This is an optimization exercise on Yosys and OpenROAD, whose aim is a short achievable clock period and few clock cycles, not a production implementation. The RTL was checked by simulation tests, not by an equivalence proof against the original design. The flow treats the clock pin as an ideal source, which a real chip does not have. Power is estimated from default activity; no workload was simulated.

--- design/flow/config.mk ---
export PLATFORM = sky130hd
export DESIGN_NAME = anc_encoder
export DESIGN_NICKNAME = anc_encoder
export VERILOG_FILES = /design/flow/design.v
export SDC_FILE = /design/flow/constraint.sdc
export NUM_CORES = 4
export LEC_CHECK = 0
export ABC_CLOCK_PERIOD_IN_PS = 2500
export CAP_MARGIN = 20
export CORE_MARGIN = 2
export CORE_UTILIZATION = 65
export PLACE_DENSITY = 0.75
export SETUP_SLACK_MARGIN = 5
export SLEW_MARGIN = 20
export TNS_END_PERCENT = 100
--- design/flow/constraint.sdc ---
create_clock -name core_clock -period 8.0 [get_ports {clk}]
set_input_delay 1.6000 -clock core_clock [delete_from_list [all_inputs] [get_ports {clk}]]
set_output_delay 1.6000 -clock core_clock [all_outputs]
set_load 0.01 [all_outputs]
--- design/flow/design.v ---
module anc_encoder (
    input  wire        clk,
    input  wire        rst,
    input  wire        in_valid,
    output wire        in_ready,
    input  wire [31:0] in_data,
    input  wire [2:0]  in_nbytes,
    output reg         out_valid,
    input  wire        out_ready,
    output reg  [31:0] out_data,
    output reg         out_last
);
    localparam integer QN = 10;           
    localparam integer RW = 5;            
    function [9:0] sym;
        input [7:0] b;
        begin
            sym = {^b, ~^b, b};
        end
    endfunction
    function [17:0] csa;
        input [8:0] x, y, z;
        reg   [8:0] cy;
        begin
            cy  = (x & y) | (x & z) | (y & z);
            csa = {x ^ y ^ z, cy[7:0], 1'b0};
        end
    endfunction
    function [8:0] add9;
        input [8:0] x, y;
        reg   [8:0] g, p, gg, pp;
        integer   k, d;
        begin
            g = x & y;
            p = x ^ y;
            gg = g;
            pp = p;
            for (d = 1; d < 9; d = d * 2)
                for (k = 8; k >= d; k = k - 1) begin
                    gg[k] = gg[k] | (pp[k] & gg[k - d]);
                    pp[k] = pp[k] & pp[k - d];
                end
            add9 = p ^ {gg[7:0], 1'b0};
        end
    endfunction
    reg rst_r;
    always @(posedge clk)
        rst_r <= rst;
    wire rst_i = rst_r;
    reg        in_rdy_r;
    reg        hv, tv;
    reg [34:0] hq, tq;                    
    wire       issue;
    wire       push = in_valid && in_rdy_r;
    assign in_ready = in_rdy_r;
    wire hq_ldt  = tv && issue;
    wire hq_ldi  = !tv && (!hv || issue);
    wire hq_hold = !hq_ldt && !hq_ldi;
    always @(posedge clk) begin
        if (rst) begin
            hv       <= 1'b0;
            tv       <= 1'b0;
            in_rdy_r <= 1'b0;
        end else if (rst_i) begin
            hv       <= 1'b0;
            tv       <= 1'b0;
            in_rdy_r <= 1'b1;
        end else begin
            if (tv) begin
                if (issue) begin
                    tv       <= 1'b0;
                    in_rdy_r <= 1'b1;
                end
            end else if (hv) begin
                if (push && !issue) begin
                    tv       <= 1'b1;
                    in_rdy_r <= 1'b0;
                end
                if (issue && !push)
                    hv <= 1'b0;
            end else begin
                if (push)
                    hv <= 1'b1;
            end
        end
        hq <= ({35{hq_ldt}} & tq) | ({35{hq_ldi}} & {in_nbytes, in_data}) | ({35{hq_hold}} & hq);
        if (!tv)
            tq <= {in_nbytes, in_data};
    end
    localparam [1:0] P_PHDR = 2'd0, P_MHDR = 2'd1, P_IDS = 2'd2, P_UDW = 2'd3;
    reg  [1:0] pst;
    reg  [7:0] msg_left;
    reg        last_msg;                  
    reg  [7:0] udw_left;
    reg  [4:0] po;                        
    reg  [RW-1:0] reserved;               
    reg  [3:0]    okk;                    
    reg           a_v;
    reg  [1:0]    a_c;
    assign issue = hv && okk[a_v ? a_c : 2'd0];
    wire [31:0] hd  = hq[31:0];
    wire [2:0]  hnb = (hq[33:32] == 2'd0) ? 3'd4 : {1'b0, hq[33:32]};
    reg  [4:1]  ule;
    reg         ul_end;
    always @(*) begin
        case (hq[33:32])
            2'd1:    ul_end = ule[1];
            2'd2:    ul_end = ule[2];
            2'd3:    ul_end = ule[3];
            default: ul_end = ule[4];
        endcase
    end
    wire [2:0]  nb_eff = ul_end ? udw_left[2:0] : hnb;
    wire [31:0] p_mask = {8'hff, {8{hnb > 3'd1 && !ule[1]}}, {8{hnb > 3'd2 && !ule[2]}},
                          {8{hnb == 3'd4 && !ule[3]}}};
    reg  [8:2]  ult;                      
    reg  [4:1]  ule_u;
    integer m;
    always @(*) begin
        for (m = 2; m <= 8; m = m + 1)
            ult[m] = (udw_left <= m);
        case (hq[33:32])
            2'd1:    ule_u = ult[5:2];
            2'd2:    ule_u = ult[6:3];
            2'd3:    ule_u = ult[7:4];
            default: ule_u = ult[8:5];
        endcase
    end
    reg        p_word, p_ids, p_end, p_last;
    reg  [2:0] p_nsym;                    
    reg  [1:0] p_c;
    reg        p_pb;
    reg  [4:0] p_o;                       
    reg  [4:0] p_10nb;
    always @(*) begin
        p_word = 1'b0; p_ids = 1'b0; p_end = 1'b0; p_last = 1'b0;
        p_nsym = 3'd0; p_o = 5'd0;
        case (pst)
            P_PHDR: begin p_word = 1'b1; p_last = (hd[31:24] == 8'd0); end
            P_MHDR: begin p_word = 1'b1; end
            P_IDS:  begin p_ids = 1'b1; p_nsym = 3'd3; p_end = (hd[7:0] == 8'd0); end
            default: begin p_nsym = nb_eff; p_end = ul_end; p_o = po; end
        endcase
        if (p_end) p_last = last_msg;
        case (pst)
            P_PHDR, P_MHDR: p_c = 2'd1;
            P_IDS:          p_c = (hd[7:0] == 8'd0) ? 2'd2 : 2'd0;
            default:
                if (ul_end)
                    case (udw_left[2:0])
                        3'd1:    p_c = (po >= 5'd12) ? 2'd2 : 2'd1;
                        3'd2:    p_c = (po >= 5'd2)  ? 2'd2 : 2'd1;
                        3'd3:    p_c = (po >= 5'd24) ? 2'd3 : 2'd2;
                        default: p_c = (po >= 5'd14) ? 2'd3 : 2'd2;
                    endcase
                else
                    case (hq[33:32])
                        2'd1:    p_c = {1'b0, po >= 5'd22};
                        2'd2:    p_c = {1'b0, po >= 5'd12};
                        2'd3:    p_c = {1'b0, po >= 5'd2};
                        default: p_c = (po >= 5'd24) ? 2'd2 : 2'd1;
                    endcase
        endcase
        if (pst == P_IDS)
            p_pb = ~^hd[7:0];
        else
            p_pb = ~^hd[31:24] ^ (p_mask[16] & ~^hd[23:16]) ^ (p_mask[8] & ~^hd[15:8])
                   ^ (p_mask[0] & ~^hd[7:0]);
        case (hnb)                        
            3'd1:    p_10nb = 5'd10;
            3'd2:    p_10nb = 5'd20;
            3'd3:    p_10nb = 5'd30;
            default: p_10nb = 5'd8;
        endcase
    end
    reg  [1:0] pst_nx;
    reg  [7:0] msg_left_nx, udw_left_nx;
    reg        last_msg_nx;
    reg  [4:0] po_nx;
    reg  [4:1] ule_nx;
    always @(*) begin
        pst_nx      = pst;
        msg_left_nx = msg_left;
        last_msg_nx = last_msg;
        udw_left_nx = udw_left;
        po_nx       = po;
        ule_nx      = ule;
        case (pst)
            P_PHDR: begin
                msg_left_nx = hd[31:24];
                last_msg_nx = (hd[31:24] == 8'd1);
                if (hd[31:24] != 8'd0) pst_nx = P_MHDR;
            end
            P_MHDR: pst_nx = P_IDS;
            P_IDS: begin
                udw_left_nx = hd[7:0];
                for (m = 1; m <= 4; m = m + 1)
                    ule_nx[m] = (hd[7:0] <= m);
                po_nx  = 5'd30;
                pst_nx = p_end ? (last_msg ? P_PHDR : P_MHDR) : P_UDW;
            end
            default: begin
                udw_left_nx = udw_left - {5'd0, hnb};
                ule_nx      = ule_u;
                po_nx       = po + p_10nb;
                if (p_end) pst_nx = last_msg ? P_PHDR : P_MHDR;
            end
        endcase
        if (p_end) begin
            msg_left_nx = msg_left - 8'd1;
            last_msg_nx = (msg_left == 8'd2);
        end
    end
    always @(posedge clk) begin
        if (rst_i)
            pst <= P_PHDR;
        else if (issue)
            pst <= pst_nx;
        if (issue) begin
            msg_left <= msg_left_nx;
            last_msg <= last_msg_nx;
            udw_left <= udw_left_nx;
            po       <= po_nx;
            ule      <= ule_nx;
        end
    end
    reg        a_word, a_ids, a_end, a_last;
    reg [2:0]  a_nsym;
    reg        a_pb;
    reg [4:0]  a_o;
    reg [31:0] a_d;
    always @(posedge clk) begin
        a_v    <= !rst_i && issue;
        a_word <= p_word;
        a_ids  <= p_ids;
        a_end  <= p_end;
        a_last <= p_last;
        a_nsym <= p_nsym;
        a_c    <= p_c;
        a_pb   <= p_pb;
        a_o    <= p_o;
        a_d    <= (pst == P_UDW) ? (hd & p_mask) : hd;    
    end
    reg [49:0] a_slots;                   
    reg [4:0]  a_csel;                    
    reg [8:0]  a_x0, a_x1, a_x2, a_x3;    
    integer j;
    always @(*) begin
        a_x0 = 9'd0; a_x1 = 9'd0; a_x2 = 9'd0; a_x3 = 9'd0;
        if (a_word) begin
            a_slots = {a_d, 18'd0};
        end else if (a_ids) begin
            a_slots = {a_d[29:20], a_d[19:10], sym(a_d[7:0]), 20'd0};
            a_x0 = a_d[28:20];
            a_x1 = a_d[18:10];
            a_x2 = {1'b0, a_d[7:0]};
        end else begin
            for (j = 0; j < 4; j = j + 1)
                a_slots[49 - 10 * j -: 10] = (j < a_nsym) ? sym(a_d[31 - 8 * j -: 8]) : 10'd0;
            a_slots[9:0] = 10'd0;
            a_x0 = {1'b0, a_d[31:24]};
            a_x1 = {1'b0, a_d[23:16]};
            a_x2 = {1'b0, a_d[15:8]};
            a_x3 = {1'b0, a_d[7:0]};
        end
        for (j = 0; j < 5; j = j + 1)
            a_csel[j] = a_end && (a_nsym == j);
    end
    wire [17:0] a_t1 = csa(a_x0, a_x1, a_x2);
    wire [17:0] a_t2 = csa(a_t1[17:9], a_t1[8:0], a_x3);
    wire [8:0]  a_ts = a_t2[17:9] ^ {a_pb, 8'd0};
    wire [8:0]  a_tc = a_t2[8:0];
    reg        b_v, b_word, b_ids, b_last;
    reg [1:0]  b_c;
    reg [4:0]  b_o, b_csel;
    reg [49:0] b_slots;
    reg [8:0]  b_ts, b_tc;
    reg [8:0]  rs, rc;                    
    always @(posedge clk) begin
        b_v     <= !rst_i && a_v;
        b_word  <= a_word;
        b_ids   <= a_ids;
        b_last  <= a_last;
        b_c     <= a_c;
        b_o     <= a_o;
        b_csel  <= a_csel;
        b_slots <= a_slots;
        b_ts    <= a_ts;
        b_tc    <= a_tc;
    end
    wire [8:0]  b_rs = b_ids ? 9'd0 : rs;
    wire [8:0]  b_rc = b_ids ? 9'd0 : rc;
    wire [17:0] b_u1 = csa(b_rs, b_rc, b_ts);
    wire [17:0] b_u2 = csa(b_u1[17:9], b_u1[8:0], b_tc);
    reg        c_v, c_last;
    reg [1:0]  c_c;
    reg [4:0]  c_o, c_csel;
    reg [49:0] c_slots;
    reg [8:0]  c_ss, c_sc;
    always @(posedge clk) begin
        if (b_v && !b_word) begin
            rs <= b_u2[17:9];
            rc <= b_u2[8:0];
        end
        c_v     <= !rst_i && b_v;
        c_last  <= b_last;
        c_c     <= b_c;
        c_o     <= b_o;
        c_csel  <= b_csel;
        c_slots <= b_slots;
        c_ss    <= b_u2[17:9];
        c_sc    <= b_u2[8:0];
    end
    wire [8:0]  c_sum = add9(c_ss, c_sc);
    wire [9:0]  c_cs  = {~c_sum[8], c_sum};
    reg  [49:0] c_chunk;
    always @(*) begin
        for (j = 0; j < 5; j = j + 1)
            c_chunk[49 - 10 * j -: 10] = c_slots[49 - 10 * j -: 10] | ({10{c_csel[j]}} & c_cs);
    end
    reg        d_v, d_last;
    reg [1:0]  d_c;
    reg [4:0]  d_o;
    reg [49:0] d_chunk;
    always @(posedge clk) begin
        d_v     <= !rst_i && c_v;
        d_last  <= c_last;
        d_c     <= c_c;
        d_o     <= c_o;
        d_chunk <= c_chunk;
    end
    wire [79:0] d_sh = {d_chunk, 30'd0} >> {d_o[4:1], 1'b0};    
    reg          e_v, e_last, e_first;
    reg [1:0]    e_c;
    reg [31:0]   e_w0, e_w1, e_w2;
    reg [31:0]   pw;                      
    reg [QN-1:0] wr;                      
    reg [QN-1:0] e_s0, e_s1, e_s2;        
    reg  [1:0]    e_n;                    
    reg  [QN-1:0] wr_nx;
    always @(*) begin
        case (e_n)
            2'd0:    wr_nx = wr;
            2'd1:    wr_nx = {wr[QN-2:0], wr[QN-1]};
            2'd2:    wr_nx = {wr[QN-3:0], wr[QN-1:QN-2]};
            default: wr_nx = {wr[QN-4:0], wr[QN-1:QN-3]};
        endcase
    end
    always @(posedge clk) begin
        e_v     <= !rst_i && d_v;
        e_last  <= d_last;
        e_c     <= d_c;
        e_n     <= (!rst_i && d_v) ? d_c : 2'd0;
        e_first <= (d_o == 5'd0);
        e_w0    <= d_sh[79:48];
        e_w1    <= d_sh[47:16];
        e_w2    <= {d_sh[15:0], 16'd0};
        if (rst_i) begin
            wr   <= {{(QN-1){1'b0}}, 1'b1};
            e_s0 <= {QN{1'b0}};
            e_s1 <= {QN{1'b0}};
            e_s2 <= {QN{1'b0}};
        end else begin
            wr   <= wr_nx;
            e_s0 <= (d_v && d_c != 2'd0) ? wr_nx : {QN{1'b0}};
            e_s1 <= (d_v && d_c[1]) ? {wr_nx[QN-2:0], wr_nx[QN-1]} : {QN{1'b0}};
            e_s2 <= (d_v && d_c == 2'd3) ? {wr_nx[QN-3:0], wr_nx[QN-1:QN-2]} : {QN{1'b0}};
        end
    end
    wire [31:0] x0 = (e_first ? 32'd0 : pw) | e_w0;
    wire [31:0] x1 = e_w1;
    wire [31:0] x2 = e_w2;
    always @(posedge clk) begin
        if (e_v) begin
            case (e_c)
                2'd0:    pw <= x0;
                2'd1:    pw <= x1;
                default: pw <= x2;
            endcase
        end
    end
    reg [32:0]   q [0:QN-1];              
    reg [QN-1:0] rd;                      
    reg [RW-1:0] qcnt;
    reg          qne;
    reg          sv;
    wire         pop = qne && !sv;
    integer i;
    always @(posedge clk) begin
        for (i = 0; i < QN; i = i + 1) begin
            if (e_s0[i])
                q[i] <= {e_last && (e_c == 2'd1), x0};
            else if (e_s1[i])
                q[i] <= {e_last && (e_c == 2'd2), x1};
            else if (e_s2[i])
                q[i] <= {e_last, x2};
        end
    end
    reg  [RW-1:0] q_nx;
    reg           qne_nx;
    always @(*) begin
        if (pop)
            case (e_n)
                2'd0:    begin q_nx = qcnt - 1'b1; qne_nx = (qcnt > 5'd1); end
                2'd1:    begin q_nx = qcnt;        qne_nx = (qcnt != 5'd0); end
                2'd2:    begin q_nx = qcnt + 2'd1; qne_nx = 1'b1; end
                default: begin q_nx = qcnt + 2'd2; qne_nx = 1'b1; end
            endcase
        else
            case (e_n)
                2'd0:    begin q_nx = qcnt;        qne_nx = (qcnt != 5'd0); end
                2'd1:    begin q_nx = qcnt + 2'd1; qne_nx = 1'b1; end
                2'd2:    begin q_nx = qcnt + 2'd2; qne_nx = 1'b1; end
                default: begin q_nx = qcnt + 2'd3; qne_nx = 1'b1; end
            endcase
    end
    wire [1:0]    r_add = a_v ? a_c : 2'd0;
    reg  [RW-1:0] r_nx;
    reg  [2:0]    r_d;                    
    reg  [3:0]    okk_nx;
    integer k;
    always @(*) begin
        if (pop)
            case (r_add)
                2'd0:    begin r_nx = reserved - 1'b1; r_d = 3'd0; end
                2'd1:    begin r_nx = reserved;        r_d = 3'd1; end
                2'd2:    begin r_nx = reserved + 2'd1; r_d = 3'd2; end
                default: begin r_nx = reserved + 2'd2; r_d = 3'd3; end
            endcase
        else
            case (r_add)
                2'd0:    begin r_nx = reserved;        r_d = 3'd1; end
                2'd1:    begin r_nx = reserved + 2'd1; r_d = 3'd2; end
                2'd2:    begin r_nx = reserved + 2'd2; r_d = 3'd3; end
                default: begin r_nx = reserved + 2'd3; r_d = 3'd4; end
            endcase
        for (k = 0; k < 4; k = k + 1)
            case (r_d)
                3'd0:    okk_nx[k] = (reserved <= QN - 2 - k);
                3'd1:    okk_nx[k] = (reserved <= QN - 3 - k);
                3'd2:    okk_nx[k] = (reserved <= QN - 4 - k);
                3'd3:    okk_nx[k] = (reserved <= QN - 5 - k);
                default: okk_nx[k] = (reserved <= QN - 6 - k);
            endcase
    end
    always @(posedge clk) begin
        if (rst_i) begin
            rd       <= {{(QN-1){1'b0}}, 1'b1};
            qcnt     <= {RW{1'b0}};
            qne      <= 1'b0;
            reserved <= {RW{1'b0}};
            okk      <= 4'hf;
        end else begin
            if (pop) rd <= {rd[QN-2:0], rd[QN-1]};
            qcnt     <= q_nx;
            qne      <= qne_nx;
            reserved <= r_nx;
            okk      <= okk_nx;
        end
    end
    reg [32:0] qh;
    always @(*) begin
        qh = 33'd0;
        for (i = 0; i < QN; i = i + 1)
            qh = qh | ({33{rd[i]}} & q[i]);
    end
    reg  [32:0] sd;
    wire        o_free = !out_valid || out_ready;
    wire        o_hold = !o_free;
    wire        o_ldsd = o_free && sv;
    wire        o_ldq  = o_free && !sv;
    always @(posedge clk) begin
        if (rst || rst_i) begin
            out_valid <= 1'b0;
            sv        <= 1'b0;
        end else if (o_free) begin
            out_valid <= sv || pop;
            sv        <= 1'b0;
        end else if (pop) begin
            sv        <= 1'b1;
        end
        {out_last, out_data} <= ({33{o_hold}} & {out_last, out_data})
                              | ({33{o_ldsd}} & sd)
                              | ({33{o_ldq}}  & qh);
        if (pop) sd <= qh;
    end
endmodule
--- design/flow/flow/run.sh ---
#!/bin/bash
set -euo pipefail
cd "$(dirname "$0")/.."
export CTS_ARGS="-sink_clustering_enable -repair_clock_nets -sink_clustering_size 24 -sink_clustering_max_diameter 100"
export POST_CTS_TCL="$PWD/flow/post_cts.tcl"
bash standard.sh SETUP_SLACK_MARGIN=5.8 "CTS_ARGS=$CTS_ARGS" "POST_CTS_TCL=$POST_CTS_TCL" finish > standard_make.log 2>&1
--- design/flow/flow/post_cts.tcl ---
set block [ord::get_db_block]
set clk_net [$block findNet clk]
set roots {}
foreach it [$clk_net getITerms] {
  lappend roots [$it getInst]
}
if {[llength $roots] == 1} {
  set root [lindex $roots 0]
  set out_net ""
  foreach it [$root getITerms] {
    if {[$it isOutputSignal]} { set out_net [$it getNet] }
  }
  if {$out_net ne ""} {
    set sinks {}
    foreach it [$out_net getITerms] {
      if {[$it isInputSignal]} { lappend sinks $it }
    }
    if {[llength $sinks] <= 4 && [llength $sinks] > 0} {
      puts "post_cts: removing root clock buffer [$root getName], port now drives [llength $sinks] buffers"
      foreach it $sinks {
        $it disconnect
        $it connect $clk_net
      }
      foreach it [$root getITerms] { $it disconnect }
      odb::dbInst_destroy $root
      odb::dbNet_destroy $out_net
      estimate_parasitics -placement
      report_checks -path_delay max -format end -group_path_count 5
    } else {
      puts "post_cts: root buffer drives [llength $sinks] sinks, kept"
    }
  }
}
--- design/flow/standard.sh ---
#!/bin/bash
# synth_recipe.tcl (not shown) runs the flow's synth.tcl, then flattens the netlist and writes it again
# the make line also repeats each setting of config.mk as NAME=value (left out here)
make -C /OpenROAD-flow-scripts/flow DESIGN_CONFIG=/design/flow/config.mk WORK_HOME=/design/flow/orfs CLKGATE_MAP_FILE= SYNTH_SCRIPT=/design/flow/synth_recipe.tcl "${@:-finish}"
==> flow_metrics.tcl, run 1 <==
set metrics [dict create \
    drtIter0Drc 3850 \
    cts_tree "built" \
    initial_utilization 0.660 \
    r2r_cells 5 \
    cp_top_family "flip-flops" \
    row_count 93 \
    crit-reg2reg-launch "rd[7]" \
    pwr-share-comb 0.115 \
    critical_path_buf_inv_count 1 \
    synth_top_family_by_area "compound AO/OA/AOI/OAI gates" \
    hp-class "reg2reg" \
    skew_ns 0.0335 \
    area_growth_pct 7.47 \
    core_area_um2 64700 \
    post-route-period-util 0.315 \
    synth_compound_area_frac 0.151 \
    p_int_w 0.00676 \
    critPathArrivalTime_ns 0.92 \
    die_h_um 260 \
    holdWs_ns 0.317 \
    power_frac_seq 0.604 \
    synth_edf_count 470 \
    dp_cells 4755 \
    gp_congestion 0.962 \
    start_kind "flip-flop" \
    ys_ff_latch 943 \
    cellLeakagePower_nw 16.2 \
    drive_gt1_frac 0.0995 \
    synth_xor_area_frac 0.0188 \
    drt_wl_total_mm 114 \
    fin_crit_ns 2.52 \
    slowest_stage "dfxtp_4" \
    synth.area.mux_share 0.0824 \
    final_cells 4880 \
    swShare 0.245 \
    worstPathMaxFanout 2 \
    grt_max_degree 83 \
    via_count 31091 \
    die_x_um 260 \
    criticalPathCategory "reg2out" \
    cp_data_required_time_ns 6.40 \
    max_stage_delay_ns 0.37 \
    ant_nets 0 \
    clk_latency_ns 0.43 \
    syn_area_um2 42700 \
    vias_per_cell 6.37 \
    rrSetupSlack_ns 5.78 \
    gr-total-overflow 0 \
    grt_pass1_vias 29079 \
    cp-end-kind "output port" \
    worst-slew-pin-transition_ns 1.03 \
    synth.distinct_cells 69 \
    synth_warnings 2 \
    clkSlewWorstSetupHoldPaths_ns 0.10 \
    path_cells "buf_6" \
    p_switching_w 0.00219 \
    grt_usage 0.330 \
    hp-start "b_o[4]" \
    die-area_um2 67700 \
    pwr-share-clk 0.282 \
    final_max_slew_viol_count 0 \
    grt_pass1_wl_mm 172 \
    drc 0 \
    maxCapViolations 0 \
    rsz0062_at_grt "true" \
    ys_seq_area_frac 0.553 \
    setup_viol 0 \
    r2r-end "out_data[17]" \
    ir_drop_uv 202 \
    ios 74 \
    hold_viol_final 0 \
    powerDensity_nw_per_um2 195 \
    synth_fa_ha_area_frac 0.0318 \
    relSlewSlack 0.311 \
    async_reset_ff_frac 0 \
    syn_inst 4144 \
    final_core_util 0.709 \
    port_buffers 72 \
    grt_antenna_before_repair 3 \
    ys.flop_type "dfxtp_1" \
    synth_area_per_cell_um2 10.3 \
    hold_end "c_o[4]" \
    synth_nets 4273 \
    min_path_cells 0 \
    fmax_mhz 397 \
    wl_per_cell_um 23.4 \
    final_net_count 4120 \
    total_power_w 0.00895 \
    status "no timing/DRC/antenna violations" \
    synth-simple-area-share 0.117 \
    fin_tns_setup_ns 0 \
    dpl.hpwl_mm 68.1 \
    firstDrtPassIters 9 \
    clock_sinks 943 \
]
Yosys cell counts (4+ instances only):
cell / number / area, um^2
nor2b_1: 38 / 238
a21o_1: 92 / 691
a22oi_1: 127 / 953
xor2_1: 22 / 193
nor2_1: 218 / 818
nand4_1: 35 / 219
dfxtp_1: 473 / 9470
a21oi_1: 163 / 816
o211ai_1: 6 / 45.0
mux2i_1: 286 / 2860
buf_6: 4 / 45.0
nand3_1: 22 / 110
o221ai_1: 5 / 43.8
o21ai_0: 430 / 2150
nor3_1: 23 / 115
o22ai_1: 13 / 81.3
a31oi_1: 17 / 106
buf_1: 45 / 169
mux4_2: 20 / 450
mux2_2: 18 / 203
xnor2_1: 67 / 587
a221oi_1: 42 / 368
nand2_1: 677 / 2540
ha_1: 59 / 738
nor3b_1: 5 / 37.5
clkbuf_1: 303 / 1140
a211oi_1: 20 / 150
a222oi_1: 44 / 440
inv_2: 4 / 15.0
nor4_1: 6 / 37.5
fa_1: 31 / 621
o21bai_1: 4 / 30.0
inv_1: 132 / 495
or3_1: 14 / 87.6
or2_2: 15 / 93.8
and3_1: 19 / 119
edfxtp_1: 470 / 14100
buf_2: 20 / 100
and2_1: 41 / 257
nand2b_1: 31 / 194
a22o_1: 37 / 324
cell type report:
| cell class | instances | area, um^2 |
|---|---|---|
| Timing Repair inverter | 2 | 12.5 |
| Antenna cell | 3 | 7.51 |
| Tap cell | 855 | 1070 |
| Clock inverter | 2 | 17.5 |
| Fill cell | 4802 | 18800 |
| Inverter | 137 | 538 |
| Sequential cell | 943 | 23700 |
| Multi-Input combinational cell | 2696 | 17600 |
| Timing Repair Buffer | 167 | 1670 |
| Clock buffer | 75 | 1230 |
metal layers:
metal,GRT usage,up-vias,wire [um]
met5,0,-,8
met4,0.141,2,5250
met3,0.0470,339,11000
met2,0.549,1734,54300
met1,0.434,14697,43500
li1,-,14319,-
cell usage in the layout, fill, tap and decap left out, types with 17 or more instances in the layout:
master,n
nand2b_1,29
a21oi_1,141
nand2_1,673
buf_4,80
xnor2_1,63
dfxtp_1,396
and2_1,41
ha_1,51
o21ai_0,421
dfxtp_2,72
nand4_1,35
nand3_1,22
nor2_1,213
inv_1,123
a31oi_1,17
a211oi_1,17
buf_6,38
mux4_2,20
xor2_1,20
a22o_1,37
a22oi_1,127
and3_1,19
a21oi_2,21
mux2i_1,282
mux2_2,18
nor2b_1,37
a222oi_1,44
clkdlybuf4s50_1,34
fa_1,30
a221oi_1,42
nor3_1,22
a21o_1,91
edfxtp_1,470
clkbuf_16,45
clkbuf_1,29
flip-flops by register name, summed over array words and instances (netlist names), 33 cells and up:
signal,count
b_slots,40
c_slots,40
d_chunk,50
hq,34
q,330
sd,33
tq,34
worst register-to-register path, stage by stage (launching register included):
cell and delay (ns):
dfxtp_1 0.83, buf_4 0.54, a22oi_1 0.16, nand4_1 0.29
mux2i_1 0.18, a21oi_2 0.16
per-stage QoR:
stage / area (um^2) / setup WS, ns
after floorplan: 42900 / 5.68
after global placement: 43600 / 4.93
after detailed placement: 43600 / 4.84
after global routing: 45900 / 5.46
final: 45900 / 5.48
cell families (layout without fill, tap and decap cells):
kind of cell / Yosys count / in the layout
compound gates: 1029 / 1029
xor+xnor: 90 / 90
fa+ha+maj: 90 / 90
buf+inv: 511 / 383
flops: 943 / 943
mux: 324 / 324
other cells: 0 / 3
simple gates: 1157 / 1163
worst max path at each step:
stage                        end         start  cells past startpoint  slack [ns]
floorplan           out_data[12]     out_ready                      5        5.68
global placement    out_data[16]     out_ready                      4        4.93
detailed placement   out_data[5]     out_ready                      4        4.84
global route        out_data[14]  out_data[14]                      1        5.46
finish              out_data[14]  out_data[14]                      1        5.48
power by group through the flow:
stage	registers [W]	logic [W]	clock network [W]
3_5_place_dp	0.00549	0.000929	0
6_report	0.00540	0.00103	0.00252
3_3_place_gp	0.00548	0.000912	0
2_1_floorplan	0.00544	0.000619	0
5_1_grt	0.00542	0.00111	0.00271
Testbench counts, summed over its fixed seeds: cycles 20,717.
==> inputs of run 2 (changes only) <==
==> design/flow/flow/run.sh (replaced) <==
#!/bin/bash
set -euo pipefail
cd "$(dirname "$0")/.."
export CTS_ARGS="-sink_clustering_enable -repair_clock_nets -sink_clustering_size 30 -sink_clustering_max_diameter 100"
export POST_CTS_TCL="$PWD/flow/post_cts.tcl"
bash standard.sh SETUP_SLACK_MARGIN=5.6 "CTS_ARGS=$CTS_ARGS" "POST_CTS_TCL=$POST_CTS_TCL" finish > standard_make.log 2>&1
==> run 2 against run 1 <==
Effect of this change:
- clock-buffer cell count down 13
- global-route usage decreased by 0.59 points
- power down 3.4%
- worst setup slack gained 0.029 ns
- synthesized cell count unchanged
- sequential share of layout area grew 0.74 points
- hold slack got worse by 0.00052 ns
- critical endpoint is now out_data[30]
- highest routed layer is now met4
==> flow_metrics.tcl, run 2 <==
set metrics [dict create \
    ys_seq_area_frac 0.553 \
    final_net_count 4098 \
    slowest_stage "dfxtp_2" \
    power_frac_seq 0.622 \
    grt_usage 0.324 \
    synth_common_cells "677 x nand2_1, 473 x dfxtp_1, 470 x edfxtp_1, 430 x o21ai_0, 303 x clkbuf_1" \
    holdWs_ns 0.316 \
    path_cells "buf_6" \
    pwr-share-comb 0.116 \
    cp_top_family "flip-flops" \
    ios 74 \
    wl_per_cell_um 23.1 \
    async_reset_ff_frac 0 \
    final_max_slew_viol_count 0 \
    p_int_w 0.00655 \
    gr-total-overflow 0 \
    ys.flop_type "dfxtp_1" \
    rrSetupSlack_ns 5.68 \
    reg.largest.list "q: 330 flops, d_chunk: 50 flops" \
    maxCapViolations 0 \
    fmax_mhz 402 \
    clk_latency_ns 0.42 \
    syn_area_um2 42700 \
    powerDensity_nw_per_um2 191 \
    via_count 30780 \
    post-route-period-util 0.311 \
    cellLeakagePower_nw 15.9 \
    rsz0062_at_grt "true" \
    grt_max_degree 82 \
    syn_inst 4144 \
    grt_antenna_before_repair 2 \
    pwr-share-clk 0.262 \
    synth_edf_count 470 \
    clock_sinks 943 \
    p_switching_w 0.00209 \
    fin_tns_setup_ns 0 \
    drtIter0Drc 3983 \
    worstPathMaxFanout 2 \
    hp-class "reg2reg" \
    synth_top_area_frac 0.331 \
    synth.distinct_cells 69 \
    core_area_um2 64700 \
    critPathArrivalTime_ns 0.89 \
    cts_tree "built" \
    area_growth_pct 5.87 \
    ir_drop_uv 268 \
    largest_register "q" \
    die_x_um 260 \
    ant_nets 0 \
    max_stage_delay_ns 0.35 \
    hold_viol_final 0 \
    grt_pass1_wl_mm 169 \
    gp_congestion 0.954 \
    criticalPathCategory "reg2out" \
    largest_register_ffs 330 \
    dpl.hpwl_mm 66.0 \
    die-area_um2 67700 \
    status "no timing/DRC/antenna violations" \
    swShare 0.242 \
    grt_pass1_vias 28536 \
    vias_per_cell 6.34 \
    ys_ff_latch 943 \
    dpl_cell_area_um2 43500 \
    fin_crit_ns 2.49 \
    setup_viol 0 \
    cp_data_required_time_ns 6.40 \
    final_cells 4855 \
    synth_most_common_cell "nand2_1" \
    worst-slew-pin-transition_ns 0.980 \
    synth_area_per_cell_um2 10.3 \
    total_power_w 0.00865 \
    critical_path_buf_inv_count 1 \
    synth_nets 4273 \
    cp-end-kind "output port" \
    row_count 93 \
    yosys-top-cells-area "edfxtp_1 33%, dfxtp_1 22%, mux2i_1 6.7%" \
    firstDrtPassIters 8 \
    synth_warnings 2 \
    skew_ns 0.0440 \
    port_buffers 72 \
    synth_largest_area_cell "edfxtp_1" \
    die_h_um 260 \
    drive_gt1_frac 0.0806 \
    finish.instance_area_um2 45200 \
    initial_utilization 0.660 \
    layout_common_cells "676 x nand2_1, 470 x edfxtp_1, 428 x o21ai_0" \
    drt_wl_total_mm 112 \
    relSlewSlack 0.347 \
    clkSlewWorstSetupHoldPaths_ns 0.12 \
    dp_cells 4757 \
    final_common_cell "nand2_1" \
    drc 0 \
    start_kind "flip-flop" \
]
## run 2: final timing paths
| check | cells past startpoint | endpoint | startpoint |
|---|---|---|---|
| setup / recovery | 1 | out_data[30] | out_data[30] |
| hold / removal | 0 | c_slots[26] | b_slots[26] |
| hold reg to reg | 0 | c_slots[26] | b_slots[26] |
| setup reg to reg | 6 | b_ts[1] | a_ids |
## run 2: cell families (layout without fill, tap and decap cells)
family / after synthesis / after routing / synth area share
mux: 324 / 324 / 0.0824
buf+inv: 511 / 361 / 0.0464
xor+xnor: 90 / 90 / 0.0188
simple gates: 1157 / 1158 / 0.117
compound gates: 1029 / 1029 / 0.151
other cells: 0 / 5 / 0
flops: 943 / 943 / 0.553
fa+ha+maj: 90 / 90 / 0.0318
## run 2: power by group through the flow
stage	sequential (W)	clock [W]	combinational (W)
detailed placement	0.00547	0	0.000926
floorplan	0.00544	0	0.000599
finish	0.00538	0.00227	0.000999
global placement	0.00546	0	0.000907
global route	0.00540	0.00245	0.00108
## run 2: routing by layer
metal / vias to the layer above / wire (um) / GRT usage / part of all wire
li1: 14267 / - / - / -
met1: 14623 / 43800 / 0.433 / 0.39
met2: 1601 / 53200 / 0.535 / 0.47
met3: 289 / 10200 / 0.0430 / 0.091
met4: 0 / 4940 / 0.139 / 0.044
met5: - / 0 / 0 / 0
## run 2: layout make-up
class                      count  area [um^2]
tap                          855         1070
clock buffer                  62          998
sequential                   943        23700
antenna                        5         12.5
clock inverter                 2         20.0
fill                        4816        19500
inverter                     137          527
timing repair buffer         159         1590
timing repair inverter         1         7.51
multi-input combinational   2691        17300
## run 2: stage by stage
step | worst slack, ns | util
detailed placement | 4.91 | 0.672
finish | 5.51 | 0.698
global route | 5.49 | 0.698
global placement | 5.01 | 0.672
floorplan | 5.60 | -

-- re-timing with driven ports --
How much do the figures lean on ideal ports? The routed layouts below were timed once more, with nothing changed but the port constraints.
Step 1 sets driving cells, clkbuf_16 on the clock port and buf_2 on the other inputs (assumed; they add their load-dependent delay and slew).
Step 2 adds t to the input delays and takes it off the output delays; t is the mean of the earliest and latest rising clock arrival at the registers after step 1. Input paths then give back, and output paths get back, about the clock's delay inside the block.
Slacks: ideal / step 1 / step 2; pairs: ideal / step 1.
run	t, ns	setup slack, ns	worst hold slack (ns)	worst slew at a driven data input, ns
run 1	0.541	5.482 / 5.355 / 5.398	0.317 / 0.317 / 0.317	0.04
run 2	0.528	5.511 / 5.387 / 5.285	0.316 / 0.316 / 0.316	0.05
After both steps setup and hold are still met in every run listed. The setup slack of run 2, which loses most, moves by -0.124 ns with the drivers and by -0.226 ns with both steps.
